Context: an optimization exercise on an open-source flow, tuned for small area and few clock cycles. The choices shown serve that exercise and are no tape-out recipe.
RTL that was checked went through simulation tests only; none was proved equivalent to the original.
Only the layout flow was run in runs 2 and 3; the RTL was not checked for function there.
Power and IR drop assume default switching activity.

<file path="flow/config.mk">
export PLATFORM = sky130hd
export DESIGN_NAME = fshv
export DESIGN_NICKNAME = fshv
export VERILOG_FILES = /design/flow/design.v
export SDC_FILE = /design/flow/constraint.sdc
export NUM_CORES = 4
export LEC_CHECK = 0
export CAP_MARGIN = 20
export CORE_MARGIN = 2
export CORE_UTILIZATION = 40
export CTS_BUF_LIST = sky130_fd_sc_hd__clkbuf_8
export CTS_CLUSTER_SIZE = 10
export SLEW_MARGIN = 20
</file>
<file path="flow/constraint.sdc">
create_clock -name core_clock -period 10.0 [get_ports {clk}]
set_input_delay 2.0000 -clock core_clock [delete_from_list [all_inputs] [get_ports {clk}]]
set_output_delay 2.0000 -clock core_clock [all_outputs]
set_load 0.01 [all_outputs]
</file>
<file path="flow/design.v">
module fshv (
    input  wire        clk,
    input  wire        rst,
    input  wire        cmd_valid,
    input  wire [7:0]  cmd,
    output wire        cmd_ready,
    input  wire [15:0] store_len,
    output wire        rd_req,
    output wire [15:0] rd_addr,
    input  wire        rd_ack,
    input  wire [7:0]  rd_data,
    output reg         out_valid,
    output wire [2:0]  out_kind,
    output wire [7:0]  out_class,
    output wire [7:0]  out_id,
    output wire [15:0] out_len,
    output wire [15:0] out_pos,
    output wire [15:0] out_expected,
    output wire [15:0] out_got,
    output wire [15:0] cursor,
    output reg         commit_valid,
    output wire [15:0] commit_count,
    output reg         err_illegal_cmd,
    output reg         err_cursor
);
    localparam [7:0]  P_SYNC1   = 8'hB5;
    localparam [7:0]  P_SYNC2   = 8'h62;
    localparam [10:0] P_MAX_LEN = 11'd1240;
    localparam [7:0] CMD_SCAN   = 8'h01;
    localparam [7:0] CMD_COMMIT = 8'h02;
    localparam [1:0] KD_OK   = 2'b01;
    localparam [1:0] KD_MIS  = 2'b10;
    localparam [1:0] KD_NEED = 2'b11;
    reg        busy;      
    reg        inf;       
    reg [15:0] m;         
    reg [10:0] o;         
    reg [1:0]  kd;
    reg        herr;
    reg [7:0]  cls;
    reg [7:0]  id;
    reg [10:0] len;
    reg [7:0]  ck_a;
    reg [7:0]  ck_b;
    reg [7:0]  rx_a;
    reg [7:0]  rx_b;
    reg        got_a;     
    reg        sh_p;      
    reg        sh_f;      
    reg [10:0] q;
    function [15:0] add16;
        input [15:0] x;
        input [15:0] y;
        integer k;
        reg c;
        begin
            c = 1'b0;
            for (k = 0; k < 16; k = k + 1) begin
                add16[k] = x[k] ^ y[k] ^ c;
                c = (x[k] & y[k]) | (c & (x[k] ^ y[k]));
            end
        end
    endfunction
    function [7:0] add8;
        input [7:0] x;
        input [7:0] y;
        integer k;
        reg c;
        begin
            c = 1'b0;
            for (k = 0; k < 8; k = k + 1) begin
                add8[k] = x[k] ^ y[k] ^ c;
                c = (x[k] & y[k]) | (c & (x[k] ^ y[k]));
            end
        end
    endfunction
    function [10:0] inc11;
        input [10:0] x;
        integer k;
        reg c;
        begin
            c = 1'b1;
            for (k = 0; k < 11; k = k + 1) begin
                inc11[k] = x[k] ^ c;
                c = c & x[k];
            end
        end
    endfunction
    wire is_mis = (kd == KD_MIS);
    wire show   = (kd[1] ^ kd[0]) & ~herr;
    assign out_kind = {herr, kd & {2{~herr}}};
    wire [10:0] cur_o = inf ? 11'd0 : is_mis ? 11'd2 : o;
    wire [10:0] b_o   = busy ? o : cur_o;
    wire [15:0] addr  = add16(m, {5'd0, b_o});
    assign cursor       = addr;
    assign commit_count = addr;
    assign rd_addr      = addr;
    wire cmp = busy ? (addr >= store_len) : (addr > store_len);
    wire at_end = cmp;
    wire past   = cmp;
    assign rd_req = busy & ~at_end;
    assign cmd_ready = ~rst & ~busy & ~commit_valid;
    assign out_class    = ~(cls | {8{~show}});
    assign out_id       = ~(id | {8{~show}});
    assign out_len      = show ? {5'd0, len} : 16'd0;
    assign out_pos      = show ? m : 16'd0;
    assign out_expected = ~({rx_b, rx_a} | {16{~show}});
    assign out_got      = show ? {ck_b, ck_a} : 16'd0;
    wire [7:0] b = rd_data;
    wire b_s1 = (b == P_SYNC1);
    wire b_s2 = (b == P_SYNC2);
    wire [10:0] o_inc = inc11(o);
    wire o_is1  = (o == 11'd1);
    wire o_hdr  = (o[10:3] == 8'd0) & ~(o[2] & o[1]);      
    wire [11:0] len6 = {1'b0, len} + 12'd6;
    wire o_cka  = ({1'b0, o} == len6);
    wire [7:0] ck_a_next = add8(ck_a, b);
    wire [7:0] ck_b_next = add8(ck_b, ck_a_next);
    wire [15:0] len_full = {b, len[7:0]};
    wire oversize = (len_full > {5'd0, P_MAX_LEN});
    wire [10:0] resume = sh_p ? q : o;
    always @(posedge clk) begin
        if (rst) begin
            busy            <= 1'b0;
            inf             <= 1'b0;
            m               <= 16'd0;
            o               <= 11'd0;
            herr            <= 1'b0;
            kd              <= KD_OK;
            out_valid       <= 1'b0;
            commit_valid    <= 1'b0;
            err_illegal_cmd <= 1'b0;
            err_cursor      <= 1'b0;
        end else if (commit_valid) begin
            commit_valid <= 1'b0;
            m            <= 16'd0;
            if (!inf || herr) begin
                o   <= 11'd0;
                inf <= 1'b0;
            end
            herr         <= 1'b0;
            kd           <= KD_OK;
            out_valid    <= 1'b0;
        end else if (!busy) begin
            if (cmd_valid) begin
                case (cmd)
                    CMD_SCAN: begin
                        if (past) begin
                            err_cursor <= 1'b1;
                            out_valid  <= 1'b1;
                            herr       <= 1'b1;
                        end else begin
                            busy <= 1'b1;
                            herr <= 1'b0;
                        end
                    end
                    CMD_COMMIT: commit_valid <= 1'b1;
                    default:    err_illegal_cmd <= 1'b1;
                endcase
            end
        end else if (at_end) begin
            busy      <= 1'b0;
            out_valid <= 1'b1;
            kd        <= KD_NEED;
        end else if (rd_ack) begin
            if (!inf) begin
                m <= addr;
                o <= 11'd1;
                if (b_s1) begin
                    inf  <= 1'b1;
                    sh_p <= 1'b0;
                    sh_f <= 1'b0;
                end
            end else begin
                if (!o_is1 && !sh_f) begin
                    if (sh_p) begin
                        if (b_s2) sh_f <= 1'b1;
                        else      sh_p <= 1'b0;
                    end else if (b_s1) begin
                        sh_p <= 1'b1;
                        q    <= o;
                    end
                end
                o <= o_inc;
                if (o_is1) begin
                    ck_a  <= 8'd0;
                    ck_b  <= 8'd0;
                    got_a <= 1'b0;
                    if (!b_s2) inf <= 1'b0;
                end else if (o_hdr) begin
                    ck_a <= ck_a_next;
                    ck_b <= ck_b_next;
                    case (o[1:0])
                        2'd2: cls <= ~b;
                        2'd3: id  <= ~b;
                        2'd0: len[7:0] <= b;
                        default: begin
                            len[10:8] <= b[2:0];
                            if (oversize) begin
                                inf <= 1'b0;
                                o   <= resume;
                            end
                        end
                    endcase
                end else if (got_a) begin
                    rx_b      <= ~b;
                    busy      <= 1'b0;
                    out_valid <= 1'b1;
                    inf       <= 1'b0;
                    if ({b, ~rx_a} == {ck_b, ck_a}) begin
                        kd <= KD_OK;
                    end else begin
                        kd <= KD_MIS;
                        o  <= resume;
                    end
                end else if (o_cka) begin
                    rx_a  <= ~b;
                    got_a <= 1'b1;
                end else begin
                    ck_a <= ck_a_next;
                    ck_b <= ck_b_next;
                end
            end
        end
    end
endmodule
</file>
<file path="flow/flow/run.sh">
#!/bin/bash
# The standard layout (the standard.sh: standard synthesis, floorplan, place,
# CTS, route, finish), with the port buffers that global placement inserts made
# of the smallest buffer cell, sky130_fd_sc_hd__buf_1, instead of the cell
# buffer_ports picks by default.  Every input and output port still gets its
# own buffer.  The whole make output goes to standard_flow.log here; ORFS's
# per-step logs stay under orfs/logs/.
set -euo pipefail
bash standard.sh "BUFFER_PORTS_ARGS=-buffer_cell sky130_fd_sc_hd__buf_1" finish > standard_flow.log 2>&1
</file>
<file path="flow/standard.sh">
#!/bin/bash
# synth_recipe.tcl (not shown) runs the flow's synth.tcl, then flattens the netlist and writes it again
# the make line also repeats each setting of config.mk as NAME=value (left out here)
make -C /OpenROAD-flow-scripts/flow DESIGN_CONFIG=/design/flow/config.mk WORK_HOME=/design/flow/orfs CLKGATE_MAP_FILE= SYNTH_SCRIPT=/design/flow/synth_recipe.tcl "${@:-finish}"
</file>
==> impl_metrics.env, run 1 <==
export IMPL_status="finished clean"
export IMPL_num_rows=47
export IMPL_cp_data_arrival_time_ns=7.64
export IMPL_yosysWarnings=1
export IMPL_cap_violations=0
export IMPL_min_path_type="reg -> reg"
export IMPL_fmaxAchievable_ghz=0.104
export IMPL_ant_nets=0
export IMPL_worstMarginPinSlew_ns=0.992
export IMPL_drive_gt1_share_pct=7.42
export IMPL_relSlewSlack_pct=33.7
export IMPL_cts_max_level=3
export IMPL_gp_congestion=0.856
export IMPL_dp_cells=996
export IMPL_power_density_nw_per_um2=115
export IMPL_die_h_um=135
export IMPL_ys_types=63
export IMPL_worst_skew_pair_late_latency_ns=0.39
export IMPL_drtPass1Iterations=7
export IMPL_drt_iter0_drc=336
export IMPL_path_class="reg -> out"
export IMPL_antenna_found_initial=0
export IMPL_synth_edf_count=73
export IMPL_grt_pass1_vias=4864
export IMPL_final_cells=1015
export IMPL_synthCells=661
export IMPL_grt_pass1_wl_um=26400
export IMPL_core_region_area_um2=16600
export IMPL_place_hpwl_um=12600
export IMPL_power_leakage_nw=3.04
export IMPL_wl_per_cell_um=16.5
export IMPL_syn_cell_area_um2=6820
export IMPL_ioPinCount=173
export IMPL_io_buffers=167
export IMPL_crit_fanout=10
export IMPL_fp_dieArea_um2=18100
export IMPL_root_buffer="clkbuf_8"
export IMPL_skew_ns=0.0175
export IMPL_period_share_pct=96.4
export IMPL_critPathSlowestCell="fa_1"
export IMPL_diodes=0
export IMPL_drc=0
export IMPL_p_total_mw=0.893
export IMPL_clkSlewWorstSetupHoldPaths_ns=0.09
export IMPL_crit_family="adder cells"
export IMPL_die_w_um=135
export IMPL_synthArstFlopShare_pct=0
export IMPL_crit_buf_inv=5
export IMPL_wl_um=16700
export IMPL_critPathLaunchType="register"
export IMPL_grt_total_usage_pct=18.8
export IMPL_area_delta_synth_final_pct=13.7
export IMPL_viasPerCell=4.98
export IMPL_setup_viol=0
export IMPL_critPathRequiredTime_ns=8.00
export IMPL_vdd_ir_drop_worst_mv=0.0808
export IMPL_postSynthAreaPerCell_um2=10.3
export IMPL_gr_total_overflow=0
export IMPL_synthFlopType="edfxtp_1"
export IMPL_seq_area_frac_synth_pct=42.7
export IMPL_period_needed_ns=9.64
export IMPL_crit_top_cell="fa_1"
export IMPL_cts_buffer_depth=2
export IMPL_slowest_delay_ns=0.41
export IMPL_cts_tree="built"
export IMPL_grt_max_degree=48
export IMPL_dr_total_vias=5057
export IMPL_finalHoldViolations=0
export IMPL_n_fill_cell=1607
export IMPL_cts_num_sinks=109
export IMPL_cts_inserted_buffers=9
export IMPL_maxSlewViolCount=0
export IMPL_worstSetupEndpointType="output pin"
export IMPL_initial_core_util_pct=41.0
export IMPL_ys_ff_latch=109
export IMPL_nNetsFinal=886
[what timing repair did]
action,in CTS,in global routing
pin swaps,0,2
setup buffers,0,3
setup endpoints to repair,1,1
gates resized for setup,1,11
hold buffers,0,0
[per-stage QoR]
step / setup slack [ns] / instance area [um2] / utilization (%) / TNS [ns] / hold slack, ns
after floorplan: 1.04 / 6830 / - / 0 / 0.431
after global placement: 0.617 / 7410 / 44.5 / 0 / 0.470
after global routing: -0.0215 / 7750 / 46.6 / -0.0215 / 0.505
after CTS: 0.00624 / 7690 / 46.2 / 0 / 0.494
after detailed placement: 0.474 / 7430 / 44.6 / 0 / 0.473
final: 0.360 / 7750 / 46.6 / 0 / 0.500
[sequential cells by signal, indices dropped and copies added, names as in the netlist, 11 cells and up]
register	cells
q	11
len	11
o	11
m	16
[worst paths after layout]
path / startpoint / endpoint / slack (ns) / depth (start not counted)
max: kd[0]$_SDFFE_PP1P_ / rd_req / 0.36 / 30
min: kd[1]$_SDFFE_PP0P_ / kd[1]$_SDFFE_PP0P_ / 0.50 / 2
max reg2reg: kd[0]$_SDFFE_PP1P_ / rx_b[7]$_DFFE_PP_ / 1.15 / 28
min reg2reg: kd[1]$_SDFFE_PP0P_ / kd[1]$_SDFFE_PP0P_ / 0.50 / 2
[placed cells by master (no fill, tap or decap), types with 22 or more instances in the layout]
cell	instances
mux2i_1	24
edfxtp_1	73
buf_1	167
and2_1	41
nor2_1	98
fa_1	22
xnor2_1	22
ha_1	38
inv_1	54
dfxtp_1	36
[where the power goes]
part	switching [mW]	leakage [nW]	total, mW	internal (mW)
Combinational	0.0500	1.94	0.0760	0.0260
Clock	0.166	0.127	0.336	0.170
Sequential	0.000513	0.972	0.481	0.481
[worst min-delay path, stage by stage, from the launching register on]
cell and delay, ns:
dfxtp_1 0.32, inv_1 0.08, a21oi_1 0.07
[cells in the mapped netlist, types with 3 or more instances]
cell,n,area (um2)
buf_1,3,11.3
nor3b_1,3,22.5
clkbuf_1,16,60.1
nand3_1,5,25.0
o2bb2ai_1,10,87.6
nand4_1,9,56.3
mux2_2,8,90.1
or2_2,3,18.8
nor2_1,100,375
nor4_1,8,50.1
a21o_1,4,30.0
dfxtp_1,36,721
a211oi_1,5,37.5
o21ai_0,9,45.0
buf_4,38,285
and2_1,41,257
nand2b_1,8,50.1
o21a_1,3,22.5
xor2_1,15,131
fa_1,22,440
a31o_2,3,26.3
nor3_1,14,70.1
inv_1,55,206
ha_1,38,475
buf_2,4,20.0
xnor2_1,22,193
nor4b_1,4,35.0
mux2i_1,24,240
a21oi_1,15,75.1
nor2b_1,9,56.3
edfxtp_1,73,2190
nand2_1,14,52.6
[layer usage]
metal / GRT usage, % / wire, um / vias up
li1: - / - / 2488
met1: 26.1 / 7750 / 2430
met2: 29.9 / 8010 / 118
met3: 3.23 / 648 / 21
met4: 6.32 / 317 / 0
met5: 0 / 0 / -
[final cells by class]
cell class	count	area (um2)	area share (%)
inverter	55	209	2.70
timing repair buffer	176	702	9.05
tap	220	275	3.55
clock buffer	9	124	1.60
sequential	109	2910	37.6
clock inverter	7	133	1.71
multi-input combinational	439	3400	43.8
[kinds of logic (layout without fill, tap and decap cells)]
kind of cell	Yosys count	after routing	share of synthesized area, %
mux	32	32	4.84
fa+ha+maj	60	60	13.4
simple gates	233	233	17.5
xor+xnor	37	37	4.75
compound gates	72	72	8.00
other cells	1	5	0.0550
buf+inv	117	247	8.72
flops	109	109	42.7
Testbench counts, summed over its fixed seeds: cycles 133,836.
==> inputs of run 2 (changes only) <==
--- a/flow/design.v
+++ b/flow/design.v
@@ -9,7 +9,7 @@
     output wire [15:0] rd_addr,
     input  wire        rd_ack,
     input  wire [7:0]  rd_data,
-    output reg         out_valid,
+    output wire        out_valid,
     output wire [2:0]  out_kind,
     output wire [7:0]  out_class,
     output wire [7:0]  out_id,
@@ -28,6 +28,7 @@
     localparam [10:0] P_MAX_LEN = 11'd1240;
     localparam [7:0] CMD_SCAN   = 8'h01;
     localparam [7:0] CMD_COMMIT = 8'h02;
+    localparam [1:0] KD_NONE = 2'b00;
     localparam [1:0] KD_OK   = 2'b01;
     localparam [1:0] KD_MIS  = 2'b10;
     localparam [1:0] KD_NEED = 2'b11;
@@ -37,17 +38,18 @@
     reg [10:0] o;         
     reg [1:0]  kd;
     reg        herr;
-    reg [7:0]  cls;
-    reg [7:0]  id;
+    reg [7:0]  cls_n;
+    reg [7:0]  id_n;
     reg [10:0] len;
     reg [7:0]  ck_a;
     reg [7:0]  ck_b;
-    reg [7:0]  rx_a;
-    reg [7:0]  rx_b;
+    reg [7:0]  rx_a_n;
+    reg [7:0]  rx_b_n;    
     reg        got_a;     
     reg        sh_p;      
     reg        sh_f;      
-    reg [10:0] q;
+    reg [2:0]  q_hi;
+    wire [10:0] q = {q_hi, rx_b_n};
     function [15:0] add16;
         input [15:0] x;
         input [15:0] y;
@@ -88,23 +90,24 @@
     endfunction
     wire is_mis = (kd == KD_MIS);
     wire show   = (kd[1] ^ kd[0]) & ~herr;
-    assign out_kind = {herr, kd & {2{~herr}}};
+    assign out_valid = herr | (kd != KD_NONE);
+    assign out_kind  = {herr, kd & {2{~herr}}};
     wire [10:0] cur_o = inf ? 11'd0 : is_mis ? 11'd2 : o;
     wire [10:0] b_o   = busy ? o : cur_o;
     wire [15:0] addr  = add16(m, {5'd0, b_o});
     assign cursor       = addr;
     assign commit_count = addr;
     assign rd_addr      = addr;
-    wire cmp = busy ? (addr >= store_len) : (addr > store_len);
+    wire cmp    = busy ? (addr >= store_len) : (addr > store_len);
     wire at_end = cmp;
     wire past   = cmp;
     assign rd_req = busy & ~at_end;
     assign cmd_ready = ~rst & ~busy & ~commit_valid;
-    assign out_class    = ~(cls | {8{~show}});
-    assign out_id       = ~(id | {8{~show}});
+    assign out_class    = ~(cls_n | {8{~show}});
+    assign out_id       = ~(id_n | {8{~show}});
     assign out_len      = show ? {5'd0, len} : 16'd0;
     assign out_pos      = show ? m : 16'd0;
-    assign out_expected = ~({rx_b, rx_a} | {16{~show}});
+    assign out_expected = ~({rx_b_n, rx_a_n} | {16{~show}});
     assign out_got      = show ? {ck_b, ck_a} : 16'd0;
     wire [7:0] b = rd_data;
     wire b_s1 = (b == P_SYNC1);
@@ -126,8 +129,7 @@
             m               <= 16'd0;
             o               <= 11'd0;
             herr            <= 1'b0;
-            kd              <= KD_OK;
-            out_valid       <= 1'b0;
+            kd              <= KD_NONE;
             commit_valid    <= 1'b0;
             err_illegal_cmd <= 1'b0;
             err_cursor      <= 1'b0;
@@ -139,15 +141,13 @@
                 inf <= 1'b0;
             end
             herr         <= 1'b0;
-            kd           <= KD_OK;
-            out_valid    <= 1'b0;
+            kd           <= KD_NONE;
         end else if (!busy) begin
             if (cmd_valid) begin
                 case (cmd)
                     CMD_SCAN: begin
                         if (past) begin
                             err_cursor <= 1'b1;
-                            out_valid  <= 1'b1;
                             herr       <= 1'b1;
                         end else begin
                             busy <= 1'b1;
@@ -159,9 +159,8 @@
                 endcase
             end
         end else if (at_end) begin
-            busy      <= 1'b0;
-            out_valid <= 1'b1;
-            kd        <= KD_NEED;
+            busy <= 1'b0;
+            kd   <= KD_NEED;
         end else if (rd_ack) begin
             if (!inf) begin
                 m <= addr;
@@ -177,8 +176,9 @@
                         if (b_s2) sh_f <= 1'b1;
                         else      sh_p <= 1'b0;
                     end else if (b_s1) begin
-                        sh_p <= 1'b1;
-                        q    <= o;
+                        sh_p   <= 1'b1;
+                        q_hi   <= o[10:8];
+                        rx_b_n <= o[7:0];
                     end
                 end
                 o <= o_inc;
@@ -191,8 +191,8 @@
                     ck_a <= ck_a_next;
                     ck_b <= ck_b_next;
                     case (o[1:0])
-                        2'd2: cls <= ~b;
-                        2'd3: id  <= ~b;
+                        2'd2: cls_n <= ~b;
+                        2'd3: id_n  <= ~b;
                         2'd0: len[7:0] <= b;
                         default: begin
                             len[10:8] <= b[2:0];
@@ -203,19 +203,18 @@
                         end
                     endcase
                 end else if (got_a) begin
-                    rx_b      <= ~b;
-                    busy      <= 1'b0;
-                    out_valid <= 1'b1;
-                    inf       <= 1'b0;
-                    if ({b, ~rx_a} == {ck_b, ck_a}) begin
+                    rx_b_n <= ~b;
+                    busy   <= 1'b0;
+                    inf    <= 1'b0;
+                    if ({b, ~rx_a_n} == {ck_b, ck_a}) begin
                         kd <= KD_OK;
                     end else begin
                         kd <= KD_MIS;
                         o  <= resume;
                     end
                 end else if (o_cka) begin
-                    rx_a  <= ~b;
-                    got_a <= 1'b1;
+                    rx_a_n <= ~b;
+                    got_a  <= 1'b1;
                 end else begin
                     ck_a <= ck_a_next;
                     ck_b <= ck_b_next;
--- a/flow/config.mk
+++ b/flow/config.mk
@@ -7,7 +7,7 @@
 export LEC_CHECK = 0
 export CAP_MARGIN = 20
 export CORE_MARGIN = 2
-export CORE_UTILIZATION = 40
+export CORE_UTILIZATION = 60
 export CTS_BUF_LIST = sky130_fd_sc_hd__clkbuf_8
 export CTS_CLUSTER_SIZE = 10
 export SLEW_MARGIN = 20
==> impl_metrics.env, run 2 <==
export IMPL_p_total_mw=0.745
export IMPL_dp_cells=947
export IMPL_grt_total_usage_pct=28.3
export IMPL_top_register="m"
export IMPL_skew_ns=0.0114
export IMPL_synthFlopType="edfxtp_1"
export IMPL_critPathLaunchType="register"
export IMPL_antenna_found_initial=0
export IMPL_root_buffer="clkbuf_8"
export IMPL_synth_edf_count=65
export IMPL_crit_top_cell="fa_1"
export IMPL_mostFrequentLayoutCells="buf_1, nor2_1, edfxtp_1"
export IMPL_power_leakage_nw=3.06
export IMPL_drtPass1Iterations=6
export IMPL_ys_ff_latch=100
export IMPL_top_usage_layer="met2"
export IMPL_use_met1_pct=37.0
export IMPL_viasPerCell=5.66
export IMPL_cp_data_arrival_time_ns=7.69
export IMPL_synth_top_area_share_pct=28.7
export IMPL_ant_nets=0
export IMPL_synth_compound_area_share_pct=8.25
export IMPL_num_rows=38
export IMPL_use_met3_pct=4.77
export IMPL_synthMuxAreaShare_pct=4.86
export IMPL_r2r_end="id_n[5]$_DFFE_PP_"
export IMPL_die_w_um=110
export IMPL_final_cells=964
export IMPL_yosysWarnings=1
export IMPL_status="finished clean"
export IMPL_cts_inserted_buffers=9
export IMPL_slowest_delay_ns=0.46
export IMPL_gp_congestion=0.909
export IMPL_drc=0
export IMPL_grt_max_degree=46
export IMPL_final_common_cell="buf_1"
export IMPL_clkSlewWorstSetupHoldPaths_ns=0.11
export IMPL_critPathSlowestCell="or4_4"
export IMPL_worst_skew_pair_late_latency_ns=0.39
export IMPL_n_fill_cell=938
export IMPL_ys_top_cells_by_count="nor2_1, edfxtp_1, inv_1"
export IMPL_synthAdderAreaFrac_pct=13.7
export IMPL_rrSetupSlack_ns=1.35
export IMPL_vdd_ir_drop_worst_mv=0.0956
export IMPL_setup_viol=0
export IMPL_ys_top_cells_by_area="edfxtp_1, dfxtp_1, ha_1, fa_1, nor2_1"
export IMPL_critPathRequiredTime_ns=8.00
export IMPL_largestRegisters="m x16, len x11, o x11"
export IMPL_seq_area_frac_synth_pct=39.0
export IMPL_ioPinCount=173
export IMPL_crit_fanout=5
export IMPL_placed_cell_area_um2=7230
export IMPL_worstSetupEndpointType="output pin"
export IMPL_gr_total_overflow=0
export IMPL_hp_start="err_illegal_cmd$_SDFFE_PP0P_"
export IMPL_cts_tree="built"
export IMPL_wl_um=17400
export IMPL_wl_per_cell_um=18.0
export IMPL_io_buffers=167
export IMPL_place_hpwl_um=13000
export IMPL_largest_register_ffs=16
export IMPL_postSynthAreaPerCell_um2=9.77
export IMPL_maxSlewViolCount=0
export IMPL_worstMarginPinSlew_ns=0.905
export IMPL_post_place_ws_ns=0.457
export IMPL_ys_types=67
export IMPL_cts_buffer_depth=2
export IMPL_power_density_nw_per_um2=99.8
export IMPL_hold_buffers=0
export IMPL_drt_iter0_drc=362
export IMPL_tns_ns=0
export IMPL_min_path_cells=2
export IMPL_dr_total_vias=5453
export IMPL_area_delta_synth_final_pct=9.85
export IMPL_diodes=0
export IMPL_rr_worst_depth=30
export IMPL_yosysTopAreaCell="edfxtp_1"
export IMPL_synthCells=696
export IMPL_yosysMostFrequentCell="nor2_1"
export IMPL_min_to="err_illegal_cmd$_SDFFE_PP0P_"
export IMPL_r2r_start="kd[0]$_SDFFE_PP0P_"
export IMPL_die_h_um=110
export IMPL_synth_xor_area_share_pct=4.77
export IMPL_fin_util_pct=68.3
export IMPL_period_share_pct=96.9
export IMPL_synth_top_family_by_area="simple AND/OR/NAND/NOR gates"
export IMPL_fp_dieArea_um2=12200
export IMPL_grt_pass1_vias=5249
export IMPL_core_region_area_um2=10900
export IMPL_syn_cell_area_um2=6800
export IMPL_cts_max_level=3
export IMPL_nNetsFinal=916
export IMPL_fin_ws_ns=0.307
export IMPL_path_class="reg -> out"
export IMPL_holdWs_ns=0.524
export IMPL_synthArstFlopShare_pct=0
export IMPL_cts_num_sinks=100
export IMPL_grt_pass1_wl_um=27400
export IMPL_initial_core_util_pct=62.2
export IMPL_min_path_type="reg -> reg"
export IMPL_drive_gt1_share_pct=6.43
export IMPL_synthSimpleGateAreaFrac_pct=20.0
export IMPL_finalHoldViolations=0
export IMPL_fmaxAchievable_ghz=0.103
export IMPL_fin_area_um2=7470
export IMPL_period_needed_ns=9.69
export IMPL_relSlewSlack_pct=39.6
export IMPL_grt_met2_usage_pct=47.0
export IMPL_cap_violations=0
[run 2: critical path: cells and delay by family (launching register included)]
| family | cells | cell delay, ns |
|---|---|---|
| xor+xnor | 1 | 0.19 |
| compound gates | 2 | 0.33 |
| fa+ha+maj | 17 | 5.01 |
| flops | 1 | 0.33 |
| buf+inv | 4 | 0.37 |
| simple gates | 5 | 1.05 |
[run 2: cells by family (layout without fill, tap and decap cells)]
family / Yosys count / after routing
xor gates and xnor gates: 37 / 37
DFF: 100 / 100
other: 1 / 5
muxes: 33 / 33
AOI/OAI and AO/OA: 83 / 83
adders and majority gates: 61 / 61
buffers and inverters: 120 / 244
and+or+nand+nor: 261 / 261
[run 2: area by class of cell]
| class | instances | area, um2 | share of cell area (%) |
|---|---|---|---|
| timing repair buffer | 175 | 687 | 9.20 |
| multi-input combinational | 480 | 3570 | 47.8 |
| inverter | 53 | 199 | 2.66 |
| tap | 140 | 175 | 2.35 |
| clock inverter | 7 | 57.6 | 0.771 |
| clock buffer | 9 | 124 | 1.66 |
| sequential | 100 | 2650 | 35.5 |
[run 2: repair_timing]
item,CTS,global route
resized for setup,0,5
pin swaps,0,1
setup buffers,1,0
endpoints found under the setup margin,1,1
[run 2: where the power goes]
group	total [mW]	switching (mW)	internal (mW)
logic	0.0511	0.0323	0.0188
registers	0.440	0.000480	0.440
clock network	0.254	0.159	0.0951
[run 2: worst max-delay path by stage]
stage	from	to	slack (ns)	depth (start not counted)
2_1_floorplan	inf$_SDFFE_PP0P_	rd_req	0.58	27
5_1_grt	kd[0]$_SDFFE_PP0P_	rd_req	-0.02	29
3_3_place_gp	kd[0]$_SDFFE_PP0P_	rd_req	0.55	29
3_5_place_dp	kd[0]$_SDFFE_PP0P_	rd_req	0.46	29
6_report	kd[0]$_SDFFE_PP0P_	rd_req	0.31	29
4_1_cts	kd[0]$_SDFFE_PP0P_	rd_req	0.08	29
[run 2: per-layer routing]
layer / wire [um] / part of all wire (%)
met3: 1280 / 7.4
met5: 0 / 0
met1: 7340 / 42
met2: 8330 / 48
met4: 415 / 2.4
==> inputs of run 3 (changes only) <==
--- a/flow/config.mk
+++ b/flow/config.mk
@@ -8,6 +8,6 @@
 export CAP_MARGIN = 20
 export CORE_MARGIN = 2
 export CORE_UTILIZATION = 60
-export CTS_BUF_LIST = sky130_fd_sc_hd__clkbuf_8
-export CTS_CLUSTER_SIZE = 10
+export CTS_BUF_LIST = sky130_fd_sc_hd__clkbuf_16
+export CTS_CLUSTER_SIZE = 40
 export SLEW_MARGIN = 20
==> impl_metrics.env, run 3 <==
export IMPL_min_path_type="reg -> reg"
export IMPL_critPathSlowestCell="or4_4"
export IMPL_p_total_mw=0.833
export IMPL_path_class="reg -> out"
export IMPL_cp_data_arrival_time_ns=7.71
export IMPL_placed_cell_area_um2=7230
export IMPL_synthFlopType="edfxtp_1"
export IMPL_wl_per_cell_um=18.0
export IMPL_setup_viol=0
export IMPL_worstSetupEndpointType="output pin"
export IMPL_relSlewSlack_pct=41.0
export IMPL_yosysMostFrequentCell="nor2_1"
export IMPL_root_buffer="clkbuf_16"
export IMPL_diodes=0
export IMPL_num_rows=38
export IMPL_cts_num_sinks=100
export IMPL_vdd_ir_drop_worst_mv=0.109
export IMPL_dp_cells=947
export IMPL_cap_violations=0
export IMPL_grt_setup_unrepaired="no"
export IMPL_min_path_cells=2
export IMPL_io_buffers=167
export IMPL_die_h_um=110
export IMPL_power_leakage_nw=3.11
export IMPL_drt_iter0_drc=330
export IMPL_cts_inserted_buffers=9
export IMPL_gp_congestion=0.909
export IMPL_ys_top_cells_by_area="edfxtp_1, dfxtp_1, ha_1, fa_1, nor2_1"
export IMPL_slowest_delay_ns=0.58
export IMPL_tns_ns=0
export IMPL_initial_core_util_pct=62.2
export IMPL_rr_worst_depth=30
export IMPL_die_w_um=110
export IMPL_grt_max_degree=46
export IMPL_fmaxAchievable_ghz=0.103
export IMPL_crit_fanout=5
export IMPL_critPathLaunchType="register"
export IMPL_viasPerCell=5.65
export IMPL_gr_total_overflow=0
export IMPL_skew_ns=0.00931
export IMPL_fp_dieArea_um2=12200
export IMPL_n_fill_cell=918
export IMPL_fin_ws_ns=0.291
export IMPL_finalHoldViolations=0
export IMPL_grt_pass1_wl_um=27400
export IMPL_syn_cell_area_um2=6800
export IMPL_fin_area_um2=7570
export IMPL_postSynthAreaPerCell_um2=9.77
export IMPL_holdWs_ns=0.520
export IMPL_cts_max_level=3
export IMPL_ioPinCount=173
export IMPL_cts_buffer_depth=2
export IMPL_synth_top_area_share_pct=28.7
export IMPL_synth_edf_count=65
export IMPL_synthArstFlopShare_pct=0
export IMPL_power_density_nw_per_um2=110
export IMPL_drtPass1Iterations=6
export IMPL_place_hpwl_um=13000
export IMPL_mostFrequentLayoutCells="buf_1, nor2_1, edfxtp_1"
export IMPL_maxSlewViolCount=0
export IMPL_fin_util_pct=69.3
export IMPL_drc=0
export IMPL_yosysWarnings=1
export IMPL_ys_top_cells_by_count="nor2_1, edfxtp_1, inv_1"
export IMPL_dr_total_vias=5451
export IMPL_drive_gt1_share_pct=6.80
export IMPL_post_place_ws_ns=0.457
export IMPL_rrSetupSlack_ns=1.38
export IMPL_top_register="m"
export IMPL_worstMarginPinSlew_ns=0.884
export IMPL_largest_register_ffs=16
export IMPL_synthCells=696
export IMPL_area_delta_synth_final_pct=11.4
export IMPL_grt_pass1_vias=5213
export IMPL_clkSlewWorstSetupHoldPaths_ns=0.07
export IMPL_final_cells=964
export IMPL_crit_top_cell="fa_1"
export IMPL_ys_ff_latch=100
export IMPL_yosysTopAreaCell="edfxtp_1"
export IMPL_core_region_area_um2=10900
export IMPL_worst_skew_pair_late_latency_ns=0.36
export IMPL_ant_nets=0
export IMPL_antenna_found_initial=1
export IMPL_ys_types=67
export IMPL_seq_area_frac_synth_pct=39.0
export IMPL_critPathRequiredTime_ns=8.00
export IMPL_period_needed_ns=9.71
export IMPL_final_common_cell="buf_1"
export IMPL_cts_tree="built"
export IMPL_status="finished clean"
export IMPL_nNetsFinal=916
export IMPL_grt_total_usage_pct=28.3
export IMPL_largestRegisters="m x16, len x11, o x11"
export IMPL_period_share_pct=97.1
export IMPL_hold_buffers=0
export IMPL_wl_um=17400
==> run 3: repair_timing <==
item                                   in CTS  in global routing
resized for setup                           0                  8
buffers inserted                            0                  1
endpoints found under the hold margin       0                  0
setup endpoints to repair                   0                  1
==> run 3: logic make-up (layout without fill, tap and decap cells) <==
logic type	Yosys count	in the layout	share of synthesized area (%)
fa+ha+maj	61	61	13.7
simple gates	261	261	20.0
mux	33	33	4.86
compound gates	83	83	8.25
buf+inv	120	244	9.37
flops	100	100	39.0
xor+xnor	37	37	4.77
other cells	1	5	0.0552
==> run 3: path summary, 6_finish.rpt <==
kind / startpoint / to
worst max-delay path: kd[0]$_SDFFE_PP0P_ / rd_req
worst min-delay path: err_illegal_cmd$_SDFFE_PP0P_ / err_illegal_cmd$_SDFFE_PP0P_
worst max register to register: kd[0]$_SDFFE_PP0P_ / id_n[5]$_DFFE_PP_
worst min register to register: err_illegal_cmd$_SDFFE_PP0P_ / err_illegal_cmd$_SDFFE_PP0P_
==> run 3: area by class of cell <==
| cell class | count | area, um2 | share of cell area [%] |
|---|---|---|---|
| Timing Repair Buffer | 175 | 688 | 9.09 |
| Clock inverter | 7 | 57.6 | 0.760 |
| Inverter | 53 | 199 | 2.63 |
| Multi-Input combinational cell | 480 | 3580 | 47.2 |
| Sequential cell | 100 | 2650 | 35.0 |
| Tap cell | 140 | 175 | 2.31 |
| Clock buffer | 9 | 225 | 2.97 |
==> run 3: worst max-delay path, delay by kind of cell, from the launching register on <==
kind / cells / cell delay [ns]
buffers and inverters: 4 / 0.35
xor gates and xnor gates: 1 / 0.19
DFF: 1 / 0.32
adders and majority gates: 17 / 4.99
and+or+nand+nor: 5 / 1.14
AOI/OAI and AO/OA: 2 / 0.35
==> run 3: layer usage <==
| layer | vias to the layer above | share of wire (%) | global-route usage (%) | wire length, um |
|---|---|---|---|---|
| met2 | 235 | 48 | 47.4 | 8440 |
| met4 | 2 | 2.0 | 9.83 | 348 |
| met5 | - | 0.075 | 0 | 13 |
| met3 | 33 | 7.3 | 5.05 | 1270 |
| met1 | 2612 | 42 | 37.2 | 7330 |
| li1 | 2569 | - | - | - |
==> run 3: where the power goes <==
group          total [mW]  switching (mW)  internal, mW
clock               0.341           0.168         0.173
sequential          0.440        0.000520         0.440
combinational      0.0513          0.0324        0.0189
==> inputs of run 4 (changes only) <==
--- a/flow/design.v
+++ b/flow/design.v
@@ -136,7 +136,7 @@
         end else if (commit_valid) begin
             commit_valid <= 1'b0;
             m            <= 16'd0;
-            if (!inf || herr) begin
+            if (!inf || err_cursor) begin
                 o   <= 11'd0;
                 inf <= 1'b0;
             end
@@ -149,6 +149,12 @@
                         if (past) begin
                             err_cursor <= 1'b1;
                             herr       <= 1'b1;
+                            if (inf) begin
+                                inf <= 1'b0;
+                                o   <= 11'd0;
+                            end else if (is_mis) begin
+                                o   <= 11'd2;
+                            end
                         end else begin
                             busy <= 1'b1;
                             herr <= 1'b0;
==> flow/config.mk (replaced) <==
export PLATFORM = sky130hd
export DESIGN_NAME = fshv
export DESIGN_NICKNAME = fshv
export VERILOG_FILES = /design/flow/design.v
export SDC_FILE = /design/flow/constraint.sdc
export NUM_CORES = 4
export LEC_CHECK = 0
export CAP_MARGIN = 0
export CORE_MARGIN = 2
export CORE_UTILIZATION = 70
export CTS_BUF_LIST = sky130_fd_sc_hd__clkbuf_8
export CTS_CLUSTER_SIZE = 10
export SLEW_MARGIN = 0
==> impl_metrics.env, run 4 <==
export IMPL_status="finished clean"
export IMPL_drc=0
export IMPL_largest_register_ffs=16
export IMPL_path_class="reg -> out"
export IMPL_drt_iter0_drc=395
export IMPL_period_share_pct=96.2
export IMPL_hp_start="err_illegal_cmd$_SDFFE_PP0P_"
export IMPL_wl_met2_um=8420
export IMPL_min_path_type="reg -> reg"
export IMPL_worstMarginPinSlew_ns=0.812
export IMPL_holdWs_ns=0.449
export IMPL_viasPerCell=5.74
export IMPL_synth_top_area_share_pct=28.3
export IMPL_cap_violations=0
export IMPL_ioPinCount=173
export IMPL_fin_ws_ns=0.379
export IMPL_wl_met1_um=7250
export IMPL_vdd_ir_drop_worst_mv=0.101
export IMPL_synthFlopType="edfxtp_1"
export IMPL_p_int_mw=0.574
export IMPL_die_h_um=103
export IMPL_io_buffers=167
export IMPL_final_common_cell="buf_1"
export IMPL_core_region_area_um2=9640
export IMPL_yosysWarnings=1
export IMPL_finalHoldViolations=0
export IMPL_num_rows=36
export IMPL_post_place_ws_ns=0.504
export IMPL_cts_max_level=3
export IMPL_die_w_um=103
export IMPL_grt_pass1_vias=5115
export IMPL_diodes=0
export IMPL_yosysTopAreaCell="edfxtp_1"
export IMPL_crit_fanout=5
export IMPL_critPathLaunchType="register"
export IMPL_startpoint="kd[1]$_SDFFE_PP0P_"
export IMPL_worstSetupEndpointType="output pin"
export IMPL_seq_area_frac_synth_pct=38.5
export IMPL_postSynthAreaPerCell_um2=9.60
export IMPL_ys_top_cells_by_count="nor2_1, edfxtp_1, inv_1"
export IMPL_power_share_sequential_pct=58.2
export IMPL_largestRegisters="m x16, len x11, o x11"
export IMPL_fin_area_um2=7590
export IMPL_gp_congestion=0.915
export IMPL_drtPass1Iterations=5
export IMPL_setup_viol=0
export IMPL_top_register="m"
export IMPL_placed_cell_area_um2=7320
export IMPL_synth_edf_count=65
export IMPL_cts_buffer_depth=2
export IMPL_dr_total_vias=5622
export IMPL_area_delta_synth_final_pct=10.3
export IMPL_fin_util_pct=78.8
export IMPL_ant_nets=0
export IMPL_crit_top_cell="fa_1"
export IMPL_p_comb_share_pct=6.1
export IMPL_relSlewSlack_pct=45.8
export IMPL_tns_ns=0
export IMPL_skew_ns=0.0119
export IMPL_power_leakage_nw=2.86
export IMPL_wl_um=17200
export IMPL_netSwitchingPower_mw=0.181
export IMPL_syn_cell_area_um2=6890
export IMPL_cts_inserted_buffers=9
export IMPL_ys_ff_latch=100
export IMPL_yosysMostFrequentCell="nor2_1"
export IMPL_ys_top_cells_by_area="edfxtp_1, dfxtp_1, ha_1, fa_1, nor2_1"
export IMPL_worst_skew_pair_late_latency_ns=0.37
export IMPL_r2r_start="kd[1]$_SDFFE_PP0P_"
export IMPL_fp_dieArea_um2=10600
export IMPL_wl_per_cell_um=17.5
export IMPL_clkSlewWorstSetupHoldPaths_ns=0.10
export IMPL_critPathRequiredTime_ns=8.00
export IMPL_gr_total_overflow=0
export IMPL_mostFrequentLayoutCells="buf_1, nor2_1, edfxtp_1"
export IMPL_nNetsFinal=939
export IMPL_netSwitchingFraction_pct=24.0
export IMPL_crit_buf_inv=3
export IMPL_slowest_delay_ns=0.49
export IMPL_p_clk_share_pct=35.7
export IMPL_synthArstFlopShare_pct=0
export IMPL_initial_core_util_pct=71.4
export IMPL_drive_gt1_share_pct=7.20
export IMPL_top_layer="met4"
export IMPL_place_hpwl_um=13000
export IMPL_ys_types=63
export IMPL_antenna_found_initial=0
export IMPL_synthCells=717
export IMPL_cts_tree="built"
export IMPL_crit_family="adder cells"
export IMPL_root_buffer="clkbuf_8"
export IMPL_fmaxAchievable_ghz=0.104
export IMPL_cp_data_arrival_time_ns=7.62
export IMPL_hold_buffers=0
export IMPL_grt_setup_unrepaired="no"
export IMPL_cts_num_sinks=100
export IMPL_maxSlewViolCount=0
export IMPL_dr_wl_met3_um=1220
export IMPL_period_needed_ns=9.62
export IMPL_critPathSlowestCell="or3_1"
export IMPL_grt_max_degree=47
export IMPL_grt_total_usage_pct=32.1
export IMPL_power_density_nw_per_um2=99.4
export IMPL_grt_pass1_wl_um=25900
[run 4: area by class of cell]
class / count / area, um2
Fill cell: 681 / 2050
Tap cell: 133 / 166
Inverter: 65 / 244
Timing Repair Buffer: 178 / 711
Sequential cell: 100 / 2650
Clock buffer: 9 / 124
Multi-Input combinational cell: 488 / 3620
Clock inverter: 7 / 73.8
[run 4: metal layers]
metal | track usage [%] | up-vias
met4 | 10.1 | 0
li1 | - | 2656
met3 | 5.04 | 27
met1 | 43.2 | 2678
met5 | 0 | -
met2 | 54.1 | 261
[run 4: logic make-up (layout without fill, tap and decap cells)]
kind of cell	Yosys count	in the layout	share of synthesized area, %
simple gates	260	260	20.1
compound gates	101	101	9.67
other cells	1	5	0.0545
mux	24	24	3.49
flops	100	100	38.5
xor+xnor	37	37	4.71
fa+ha+maj	61	61	13.5
buf+inv	133	259	9.96
[run 4: timing repair]
item                       4_1_cts  5_1_grt
resized for setup                0       14
setup endpoints to repair        0        1
setup buffers                    0        3
[run 4: per-stage QoR]
step           power, mW  std cells
3_3_place_gp       0.492        961
6_report           0.755        980
5_1_grt            0.776        980
4_1_cts            0.754        977
2_1_floorplan      0.479        721
3_5_place_dp       0.494        961
[run 4: worst register-to-register path, delay by kind of cell (launching register included)]
kind            cells  cell delay [ns]
fa+ha+maj          17             5.10
simple gates        7             1.55
compound gates      2             0.51
flops               1             0.41
buf+inv             3             0.34
xor+xnor            1             0.21
[run 4: worst paths after layout]
check | endpoint | slack [ns] | cells after the start
max | rd_req | 0.38 | 27
min | err_illegal_cmd$_SDFFE_PP0P_ | 0.45 | 2
max reg2reg | cls_n[2]$_DFFE_PP_ | 1.57 | 30
min reg2reg | err_illegal_cmd$_SDFFE_PP0P_ | 0.45 | 2
[run 4: power groups by stage]
stage	logic (mW)	registers, mW	clock network, mW
after floorplan	0.0296	0.449	0
after global placement	0.0427	0.449	0
after detailed placement	0.0454	0.449	0
after CTS	0.0455	0.439	0.269
after global routing	0.0512	0.440	0.285
final	0.0457	0.439	0.270
Testbench counts of run 4, summed over its fixed seeds: cycles 133,836.
==> inputs of run 5 (changes only) <==
==> flow/config.mk (replaced) <==
export PLATFORM = sky130hd
export DESIGN_NAME = fshv
export DESIGN_NICKNAME = fshv
export VERILOG_FILES = /design/flow/design.v
export SDC_FILE = /design/flow/constraint.sdc
export NUM_CORES = 4
export LEC_CHECK = 0
export CAP_MARGIN = 20
export CORE_MARGIN = 2
export CORE_UTILIZATION = 50
export CTS_BUF_LIST = sky130_fd_sc_hd__clkbuf_8
export CTS_CLUSTER_SIZE = 10
export SLEW_MARGIN = 20
==> impl_metrics.env, run 5 <==
export IMPL_fin_area_um2=7650
export IMPL_syn_cell_area_um2=6890
export IMPL_io_buffers=167
export IMPL_power_leakage_nw=2.86
export IMPL_gp_congestion=0.906
export IMPL_root_buffer="clkbuf_8"
export IMPL_post_place_ws_ns=0.402
export IMPL_fmaxAchievable_ghz=0.103
export IMPL_dr_total_vias=5546
export IMPL_grt_pass1_wl_um=27900
export IMPL_cts_tree="built"
export IMPL_finalHoldViolations=0
export IMPL_crit_fanout=5
export IMPL_maxSlewViolCount=0
export IMPL_critPathLaunchType="register"
export IMPL_worst_skew_pair_late_latency_ns=0.40
export IMPL_fin_util_pct=57.3
export IMPL_cap_violations=0
export IMPL_placed_cell_area_um2=7370
export IMPL_wl_per_cell_um=17.5
export IMPL_die_h_um=121
export IMPL_crit_top_cell="fa_1"
export IMPL_min_path_type="reg -> reg"
export IMPL_path_class="reg -> out"
export IMPL_power_density_nw_per_um2=99.2
export IMPL_fp_dieArea_um2=14700
export IMPL_mostFrequentLayoutCells="buf_1, nor2_1, edfxtp_1"
export IMPL_critPathRequiredTime_ns=8.00
export IMPL_yosysTopAreaCell="edfxtp_1"
export IMPL_largestRegisters="m x16, len x11, o x11"
export IMPL_final_common_cell="buf_1"
export IMPL_cts_max_level=3
export IMPL_drt_iter0_drc=388
export IMPL_tns_ns=0
export IMPL_drc=0
export IMPL_viasPerCell=5.42
export IMPL_ys_ff_latch=100
export IMPL_cp_data_arrival_time_ns=7.68
export IMPL_antenna_found_initial=0
export IMPL_cts_buffer_depth=2
export IMPL_synth_top_area_share_pct=28.3
export IMPL_yosysMostFrequentCell="nor2_1"
export IMPL_synthCells=717
export IMPL_ioPinCount=173
export IMPL_grt_pass1_vias=5275
export IMPL_rrSetupSlack_ns=1.52
export IMPL_synthArstFlopShare_pct=0
export IMPL_ys_types=63
export IMPL_vdd_ir_drop_worst_mv=0.0712
export IMPL_skew_ns=0.0211
export IMPL_diodes=0
export IMPL_area_delta_synth_final_pct=11.1
export IMPL_num_rows=42
export IMPL_cts_num_sinks=100
export IMPL_grt_max_degree=47
export IMPL_relSlewSlack_pct=43.7
export IMPL_period_needed_ns=9.68
export IMPL_setup_viol=0
export IMPL_cts_inserted_buffers=9
export IMPL_status="finished clean"
export IMPL_period_share_pct=96.8
export IMPL_initial_core_util_pct=51.6
export IMPL_wl_um=17900
export IMPL_ys_top_cells_by_count="nor2_1, edfxtp_1, inv_1"
export IMPL_place_hpwl_um=13700
export IMPL_postSynthAreaPerCell_um2=9.60
export IMPL_worstSetupEndpointType="output pin"
export IMPL_largest_register_ffs=16
export IMPL_ys_top_cells_by_area="edfxtp_1, dfxtp_1, ha_1, fa_1, nor2_1"
export IMPL_top_register="m"
export IMPL_core_region_area_um2=13300
export IMPL_ant_nets=0
export IMPL_fin_ws_ns=0.324
export IMPL_grt_total_usage_pct=24.7
export IMPL_yosysWarnings=1
export IMPL_drtPass1Iterations=7
export IMPL_synthFlopType="edfxtp_1"
export IMPL_slowest_delay_ns=0.44
export IMPL_die_w_um=121
export IMPL_gr_total_overflow=0
export IMPL_critPathSlowestCell="or3_4"
export IMPL_clkSlewWorstSetupHoldPaths_ns=0.10
export IMPL_worstMarginPinSlew_ns=0.837
export IMPL_seq_area_frac_synth_pct=38.5
export IMPL_synth_edf_count=65
export IMPL_nNetsFinal=939
export IMPL_drive_gt1_share_pct=6.97
## run 5: per-stage QoR
stage | std cells | hold slack, ns | power, mW
2_1_floorplan | 721 | 0.406 | 0.479
3_3_place_gp | 1004 | 0.437 | 0.493
3_5_place_dp | 1004 | 0.445 | 0.494
4_1_cts | 1020 | 0.461 | 0.763
5_1_grt | 1023 | 0.503 | 0.785
6_report | 1023 | 0.457 | 0.759
## run 5: what timing repair did
item,4_1_cts,5_1_grt
hold buffers,0,0
gates resized for setup,1,12
setup endpoints to repair,1,1
setup buffers,0,3
pin swaps,0,1
## run 5: power by group
part / switching [mW] / leakage (nW) / internal [mW]
Clock: 0.156 / 0.101 / 0.118
Combinational: 0.0285 / 1.89 / 0.0171
Sequential: 0.000170 / 0.873 / 0.439
## run 5: layout make-up
cell class | count | area [um2]
clock buffers | 9 | 124
clock inverters | 7 | 73.8
fillers | 1231 | 5700
inverters | 65 | 244
multi-input cells | 488 | 3620
flip-flops and latches | 100 | 2650
well taps | 176 | 220
repair buffers | 178 | 711
## run 5: cell families (layout without fill, tap and decap cells)
logic type	after synthesis	in the layout	share of synthesized area, %
muxes	24	24	3.49
and+or+nand+nor	260	260	20.1
xor gates and xnor gates	37	37	4.71
buffers and inverters	133	259	9.96
other	1	5	0.0545
AOI/OAI and AO/OA	101	101	9.67
adders and majority gates	61	61	13.5
DFF	100	100	38.5
## run 5: worst paths after layout
kind,to,cells after the start,startpoint
setup / recovery,rd_req,28,kd[0]$_SDFFE_PP0P_
hold / removal,err_illegal_cmd$_SDFFE_PP0P_,2,err_illegal_cmd$_SDFFE_PP0P_
setup reg to reg,id_n[3]$_DFFE_PP_,31,kd[0]$_SDFFE_PP0P_
hold reg to reg,err_illegal_cmd$_SDFFE_PP0P_,2,err_illegal_cmd$_SDFFE_PP0P_
## run 5: metal layers
| layer | GRT usage [%] | wire, um | vias up | part of all wire [%] |
|---|---|---|---|---|
| met5 | 0 | 0 | - | 0 |
| met4 | 8.76 | 314 | 0 | 1.8 |
| met3 | 3.76 | 1050 | 24 | 5.9 |
| met2 | 40.2 | 8460 | 216 | 47 |
| met1 | 33.5 | 8070 | 2652 | 45 |
| li1 | - | - | 2654 | - |
## run 5: critical path, delay by kind of cell, from the launching register on
| family | cells | cell delay (ns) |
|---|---|---|
| adders and majority gates | 17 | 5.20 |
| DFF | 1 | 0.33 |
| xor gates and xnor gates | 1 | 0.17 |
| AOI/OAI and AO/OA | 2 | 0.33 |
| and+or+nand+nor | 4 | 0.84 |
| buffers and inverters | 4 | 0.39 |
==> inputs of run 6 (changes only) <==
--- a/flow/config.mk
+++ b/flow/config.mk
@@ -7,7 +7,7 @@
 export LEC_CHECK = 0
 export CAP_MARGIN = 20
 export CORE_MARGIN = 2
-export CORE_UTILIZATION = 50
+export CORE_UTILIZATION = 60
 export CTS_BUF_LIST = sky130_fd_sc_hd__clkbuf_8
 export CTS_CLUSTER_SIZE = 10
 export SLEW_MARGIN = 20
==> impl_metrics.env, run 6 <==
export IMPL_status="finished clean"
export IMPL_synth_top_area_share_pct=28.3
export IMPL_netSwitchingFraction_pct=25.4
export IMPL_vdd_ir_drop_worst_mv=0.0916
export IMPL_synthArstFlopShare_pct=0
export IMPL_path_class="reg -> out"
export IMPL_clkSlewWorstSetupHoldPaths_ns=0.11
export IMPL_cap_violations=0
export IMPL_use_met1_pct=37.6
export IMPL_antenna_found_initial=0
export IMPL_nNetsFinal=936
export IMPL_holdWs_ns=0.457
export IMPL_critPathSlowestCell="o21ai_0"
export IMPL_yosysMostFrequentCell="nor2_1"
export IMPL_worst_skew_pair_late_latency_ns=0.38
export IMPL_netSwitchingPower_mw=0.188
export IMPL_yosysTopAreaCell="edfxtp_1"
export IMPL_cts_tree="built"
export IMPL_worstSetupEndpointType="output pin"
export IMPL_dr_total_vias=5552
export IMPL_grt_pass1_wl_um=27300
export IMPL_min_path_type="reg -> reg"
export IMPL_wl_per_cell_um=17.6
export IMPL_cp_data_arrival_time_ns=7.72
export IMPL_fmaxAchievable_ghz=0.103
export IMPL_gr_total_overflow=0
export IMPL_power_density_nw_per_um2=98.1
export IMPL_period_needed_ns=9.72
export IMPL_top_usage_layer="met2"
export IMPL_seq_area_frac_synth_pct=38.5
export IMPL_rrSetupSlack_ns=1.47
export IMPL_synth_edf_count=65
export IMPL_grt_pass1_vias=5296
export IMPL_use_met3_pct=5.41
export IMPL_fp_dieArea_um2=12300
export IMPL_crit_fanout=5
export IMPL_relSlewSlack_pct=30.2
export IMPL_grt_met2_usage_pct=46.4
export IMPL_crit_top_cell="fa_1"
export IMPL_synthCells=717
export IMPL_finalHoldViolations=0
export IMPL_power_leakage_nw=2.85
export IMPL_critPathLaunchType="register"
export IMPL_top_register="m"
export IMPL_slowest_delay_ns=0.80
export IMPL_yosysWarnings=1
export IMPL_fin_area_um2=7560
export IMPL_drtPass1Iterations=5
export IMPL_viasPerCell=5.63
export IMPL_die_w_um=111
export IMPL_crit_family="adder cells"
export IMPL_cts_buffer_depth=2
export IMPL_diodes=0
export IMPL_drc=0
export IMPL_hold_buffers=0
export IMPL_grt_total_usage_pct=27.9
export IMPL_post_cts_buffers=0
export IMPL_root_buffer="clkbuf_8"
export IMPL_io_buffers=167
export IMPL_grt_max_degree=47
export IMPL_setup_viol=0
export IMPL_core_region_area_um2=11300
export IMPL_gp_congestion=0.857
export IMPL_wl_um=17300
export IMPL_ys_types=63
export IMPL_drive_gt1_share_pct=6.40
export IMPL_ys_top_cells_by_area="edfxtp_1, dfxtp_1, ha_1, fa_1, nor2_1"
export IMPL_synthFlopType="edfxtp_1"
export IMPL_p_clk_share_pct=34.6
export IMPL_critPathRequiredTime_ns=8.00
export IMPL_p_int_mw=0.554
export IMPL_p_comb_share_pct=6.1
export IMPL_placed_cell_area_um2=7330
export IMPL_drt_iter0_drc=337
export IMPL_initial_core_util_pct=60.8
export IMPL_area_delta_synth_final_pct=9.85
export IMPL_syn_cell_area_um2=6890
export IMPL_largestRegisters="m x16, len x11, o x11"
export IMPL_crit_buf_inv=4
export IMPL_place_hpwl_um=13400
export IMPL_mostFrequentLayoutCells="buf_1, nor2_1, edfxtp_1"
export IMPL_cts_inserted_buffers=9
export IMPL_p_total_mw=0.742
export IMPL_maxSlewViolCount=0
export IMPL_postSynthAreaPerCell_um2=9.60
export IMPL_ant_nets=0
export IMPL_largest_register_ffs=16
export IMPL_final_common_cell="buf_1"
export IMPL_ys_ff_latch=100
export IMPL_cts_max_level=3
export IMPL_skew_ns=0.00762
export IMPL_post_cts_resized=0
export IMPL_num_rows=39
export IMPL_ys_top_cells_by_count="nor2_1, edfxtp_1, inv_1"
export IMPL_die_h_um=111
export IMPL_ioPinCount=173
export IMPL_worstMarginPinSlew_ns=1.04
export IMPL_cts_num_sinks=100
export IMPL_power_share_sequential_pct=59.2
export IMPL_period_share_pct=97.2
[run 6: cell counts after synthesis]
No cell type changed its count.
[run 6: power by group through the flow]
| stage | Clock, mW | Sequential [mW] | Combinational, mW |
|---|---|---|---|
| floorplan | 0 | 0.449 | 0.0296 |
| CTS | 0.264 | 0.440 | 0.0457 |
| global route | 0.278 | 0.440 | 0.0509 |
| global placement | 0 | 0.449 | 0.0435 |
| finish | 0.257 | 0.440 | 0.0453 |
| detailed placement | 0 | 0.449 | 0.0453 |
[run 6: worst min-delay path, delay by kind of cell, from the launching register on]
family / cells / cell delay, ns
compound gates: 1 / 0.05
buf+inv: 1 / 0.05
flops: 1 / 0.32
[run 6: path summary, 6_finish.rpt]
check	to	cells after the start	start
worst max-delay path	rd_req	27	kd[0]$_SDFFE_PP0P_
worst min-delay path	err_illegal_cmd$_SDFFE_PP0P_	2	err_illegal_cmd$_SDFFE_PP0P_
worst max register to register	cls_n[5]$_DFFE_PP_	31	kd[0]$_SDFFE_PP0P_
worst min register to register	err_illegal_cmd$_SDFFE_PP0P_	2	err_illegal_cmd$_SDFFE_PP0P_
[run 6: per-layer routing]
metal | share of wire [%] | wire length [um]
met3 | 6.8 | 1190
met1 | 43 | 7520
met4 | 1.5 | 255
met2 | 48 | 8380
met5 | 0 | 0
[run 6: per-stage QoR]
stage	TNS (ns)	utilization (%)	setup slack, ns	std cells
after global placement	0	64.8	0.613	971
final	0	66.8	0.279	987
after global routing	-0.0472	66.8	-0.0472	987
after CTS	0	66.4	0.0486	987
after detailed placement	0	64.8	0.467	971
after floorplan	0	-	0.742	721
[run 6: kinds of logic after synthesis]
kind of cell               Yosys count  share of synthesized area [%]
DFF                                100                           38.5
xor gates and xnor gates            37                           4.71
and+or+nand+nor                    260                           20.1
AOI/OAI and AO/OA                  101                           9.67
adders and majority gates           61                           13.5
muxes                               24                           3.49
buffers and inverters              133                           9.96
other                                1                         0.0545
[run 6: cell type report]
cell class                      instances  area, um2
Fill cell                             991       3760
Multi-Input combinational cell        488       3610
Sequential cell                       100       2650
Timing Repair Buffer                  175        687
Inverter                               65        244
Tap cell                              143        179
Clock buffer                            9        124
Clock inverter                          7       66.3
==> inputs of run 7 (changes only) <==
--- a/flow/config.mk
+++ b/flow/config.mk
@@ -10,4 +10,6 @@
 export CORE_UTILIZATION = 60
 export CTS_BUF_LIST = sky130_fd_sc_hd__clkbuf_8
 export CTS_CLUSTER_SIZE = 10
+export GPL_ROUTABILITY_DRIVEN = 0
+export GPL_TIMING_DRIVEN = 0
 export SLEW_MARGIN = 20
==> impl_metrics.env, run 7 <==
export IMPL_power_share_sequential_pct=56.2
export IMPL_die_h_um=111
export IMPL_slowest_delay_ns=0.44
export IMPL_r2r_start="kd[0]$_SDFFE_PP0P_"
export IMPL_crit_family="adder cells"
export IMPL_synth_top_area_share_pct=28.3
export IMPL_cap_violations=0
export IMPL_maxSlewViolCount=0
export IMPL_min_path_type="reg -> reg"
export IMPL_crit_fanout=10
export IMPL_path_class="reg -> out"
export IMPL_worst_skew_pair_late_latency_ns=0.38
export IMPL_grt_pass1_wl_um=28900
export IMPL_p_clk_share_pct=37.5
export IMPL_ys_top_cells_by_count="nor2_1, edfxtp_1, inv_1"
export IMPL_cts_max_level=3
export IMPL_antenna_found_initial=0
export IMPL_gr_total_overflow=0
export IMPL_setup_viol=0
export IMPL_power_density_nw_per_um2=97.2
export IMPL_area_delta_synth_final_pct=17.0
export IMPL_drt_iter0_drc=455
export IMPL_skew_ns=0.0156
export IMPL_grt_pass1_vias=5608
export IMPL_holdWs_ns=0.462
export IMPL_yosysTopAreaCell="edfxtp_1"
export IMPL_p_int_mw=0.602
export IMPL_viasPerCell=5.63
export IMPL_io_buffers=166
export IMPL_top_register="m"
export IMPL_cts_num_sinks=100
export IMPL_dp_cells=1032
export IMPL_die_w_um=111
export IMPL_wl_um=18200
export IMPL_cp_data_arrival_time_ns=7.75
export IMPL_tns_ns=0
export IMPL_root_buffer="clkbuf_8"
export IMPL_worstMarginPinSlew_ns=0.804
export IMPL_synthArstFlopShare_pct=0
export IMPL_grt_max_degree=18
export IMPL_clkSlewWorstSetupHoldPaths_ns=0.10
export IMPL_num_rows=39
export IMPL_diodes=0
export IMPL_netSwitchingPower_mw=0.181
export IMPL_placed_cell_area_um2=7730
export IMPL_fin_area_um2=8050
export IMPL_postSynthAreaPerCell_um2=9.60
export IMPL_final_common_cell="buf_1"
export IMPL_grt_total_usage_pct=29.2
export IMPL_rr_worst_depth=31
export IMPL_netSwitchingFraction_pct=23.1
export IMPL_ys_types=63
export IMPL_crit_top_cell="fa_1"
export IMPL_core_region_area_um2=11300
export IMPL_min_to="err_illegal_cmd$_SDFFE_PP0P_"
export IMPL_largest_register_ffs=16
export IMPL_hp_start="err_illegal_cmd$_SDFFE_PP0P_"
export IMPL_cts_buffer_depth=2
export IMPL_cts_inserted_buffers=9
export IMPL_finalHoldViolations=0
export IMPL_critPathLaunchType="register"
export IMPL_min_path_cells=2
export IMPL_synthFlopType="edfxtp_1"
export IMPL_period_needed_ns=9.75
export IMPL_drive_gt1_share_pct=11.6
export IMPL_p_comb_share_pct=6.3
export IMPL_ioPinCount=173
export IMPL_seq_area_frac_synth_pct=38.5
export IMPL_dr_total_vias=5908
export IMPL_drc=0
export IMPL_ys_top_cells_by_area="edfxtp_1, dfxtp_1, ha_1, fa_1, nor2_1"
export IMPL_ys_ff_latch=100
export IMPL_status="finished clean"
export IMPL_period_share_pct=97.5
export IMPL_critPathSlowestCell="or3_4"
export IMPL_drtPass1Iterations=6
export IMPL_vdd_ir_drop_worst_mv=0.0818
export IMPL_hold_buffers=0
export IMPL_wl_per_cell_um=17.3
export IMPL_place_hpwl_um=14100
export IMPL_syn_cell_area_um2=6890
export IMPL_yosysMostFrequentCell="nor2_1"
export IMPL_rrSetupSlack_ns=1.14
export IMPL_final_cells=1049
export IMPL_initial_core_util_pct=60.8
export IMPL_synthCells=717
export IMPL_critPathRequiredTime_ns=8.00
export IMPL_ant_nets=0
export IMPL_largestRegisters="m x16, len x11, o x11"
export IMPL_crit_buf_inv=5
export IMPL_synth_edf_count=65
export IMPL_fp_dieArea_um2=12300
export IMPL_r2r_end="ck_b[2]$_SDFFCE_PP0P_"
export IMPL_mostFrequentLayoutCells="buf_1, nor2_1, edfxtp_1"
export IMPL_grt_setup_unrepaired="no"
export IMPL_cts_tree="built"
export IMPL_nNetsFinal=998
export IMPL_fmaxAchievable_ghz=0.103
export IMPL_relSlewSlack_pct=46.0
export IMPL_worstSetupEndpointType="output pin"
export IMPL_power_leakage_nw=3.12
export IMPL_yosysWarnings=1
run 7: per-layer routing:
layer | vias up | part of all wire, % | global-route usage (%)
met5 | - | 0 | 0
met2 | 285 | 48 | 48.1
li1 | 2778 | - | -
met1 | 2811 | 42 | 39.7
met3 | 34 | 7.6 | 4.65
met4 | 0 | 2.6 | 9.79
run 7: power by group through the flow:
| stage | combinational (mW) | clock (mW) | sequential, mW |
|---|---|---|---|
| after global routing | 0.0547 | 0.315 | 0.440 |
| final | 0.0493 | 0.294 | 0.439 |
| after floorplan | 0.0296 | 0 | 0.449 |
| after global placement | 0.0452 | 0 | 0.449 |
| after detailed placement | 0.0475 | 0 | 0.449 |
| after CTS | 0.0483 | 0.296 | 0.439 |
run 7: worst min-delay path, cell delays in order (launching register included):
cell     delay [ns]
dfxtp_1        0.33
inv_1          0.05
a21oi_1        0.05
run 7: cell families after synthesis:
kind of cell | count (synthesis) | share of synthesized area [%]
xor+xnor | 37 | 4.71
other cells | 1 | 0.0545
compound gates | 101 | 9.67
mux | 24 | 3.49
fa+ha+maj | 61 | 13.5
buf+inv | 133 | 9.96
simple gates | 260 | 20.1
flops | 100 | 38.5
run 7: layout make-up:
type                       instances  area, um2
tap                              143        179
fill                             920       3270
buffer                            67        442
multi-input combinational        488       3650
clock inverter                     7       98.8
sequential                       100       2650
clock buffer                       9        124
inverter                          65        246
timing repair buffer             170        656
run 7: worst max-delay path by stage:
stage                  startpoint     end  depth (start not counted)
5_1_grt        kd[0]$_SDFFE_PP0P_  rd_req                         29
3_5_place_dp    busy$_SDFFE_PP0N_  rd_req                         29
6_report       kd[0]$_SDFFE_PP0P_  rd_req                         29
2_1_floorplan   busy$_SDFFE_PP0N_  rd_req                         28
4_1_cts        kd[0]$_SDFFE_PP0P_  rd_req                         29
3_3_place_gp    busy$_SDFFE_PP0N_  rd_req                         29
run 7: stage by stage:
step	power, mW	util [%]	worst slack [ns]
floorplan	0.479	-	0.742
global placement	0.494	68.0	0.148
detailed placement	0.496	68.3	0.0186
CTS	0.784	70.6	0.00415
global route	0.809	71.1	0.0155
finish	0.783	71.1	0.251
run 7: what timing repair did:
action	4_1_cts	5_1_grt
pin swaps	0	1
gates resized for setup	11	9
buffers inserted	0	2
setup endpoints to repair	1	1

what the ideal ports hide:
The flow's constraints put no driver on any port. The routed layouts listed below were extracted and timed again, unchanged, in two steps.
Step 1 (the two cells are an assumption about what drives the block):
set clk [get_ports {clk}]
set_driving_cell -lib_cell sky130_fd_sc_hd__clkbuf_16 $clk
set_driving_cell -lib_cell sky130_fd_sc_hd__buf_2 [delete_from_list [all_inputs] $clk]
Step 2 also shifts input and output timing later by t, the mid clock arrival at the registers, as if the neighbouring blocks saw the same clock.
a / b / c = ideal / step 1 / step 2; a / b = the first two.
| run | t (ns) | slack for setup (ns) | slew at the worst register clock pin (ns) | worst slew at a driven data input, ns | cell pins on the clock port's net |
|---|---|---|---|---|---|
| run 1 | 0.424 | 0.360 / 0.321 / 0.745 | 0.12 / 0.12 | 0.05 | 1 |
| run 2 | 0.419 | 0.307 / 0.273 / 0.692 | 0.11 / 0.11 | 0.05 | 1 |
| run 3 | 0.396 | 0.291 / 0.247 / 0.642 | 0.08 / 0.08 | 0.05 | 1 |
| run 4 | 0.404 | 0.379 / 0.342 / 0.746 | 0.11 / 0.11 | 0.04 | 1 |
| run 5 | 0.425 | 0.324 / 0.290 / 0.716 | 0.11 / 0.11 | 0.04 | 1 |
| run 6 | 0.413 | 0.279 / 0.243 / 0.657 | 0.11 / 0.11 | 0.04 | 1 |
| run 7 | 0.408 | 0.251 / 0.214 / 0.623 | 0.11 / 0.11 | 0.04 | 1 |
After both steps every run listed still meets setup and hold.
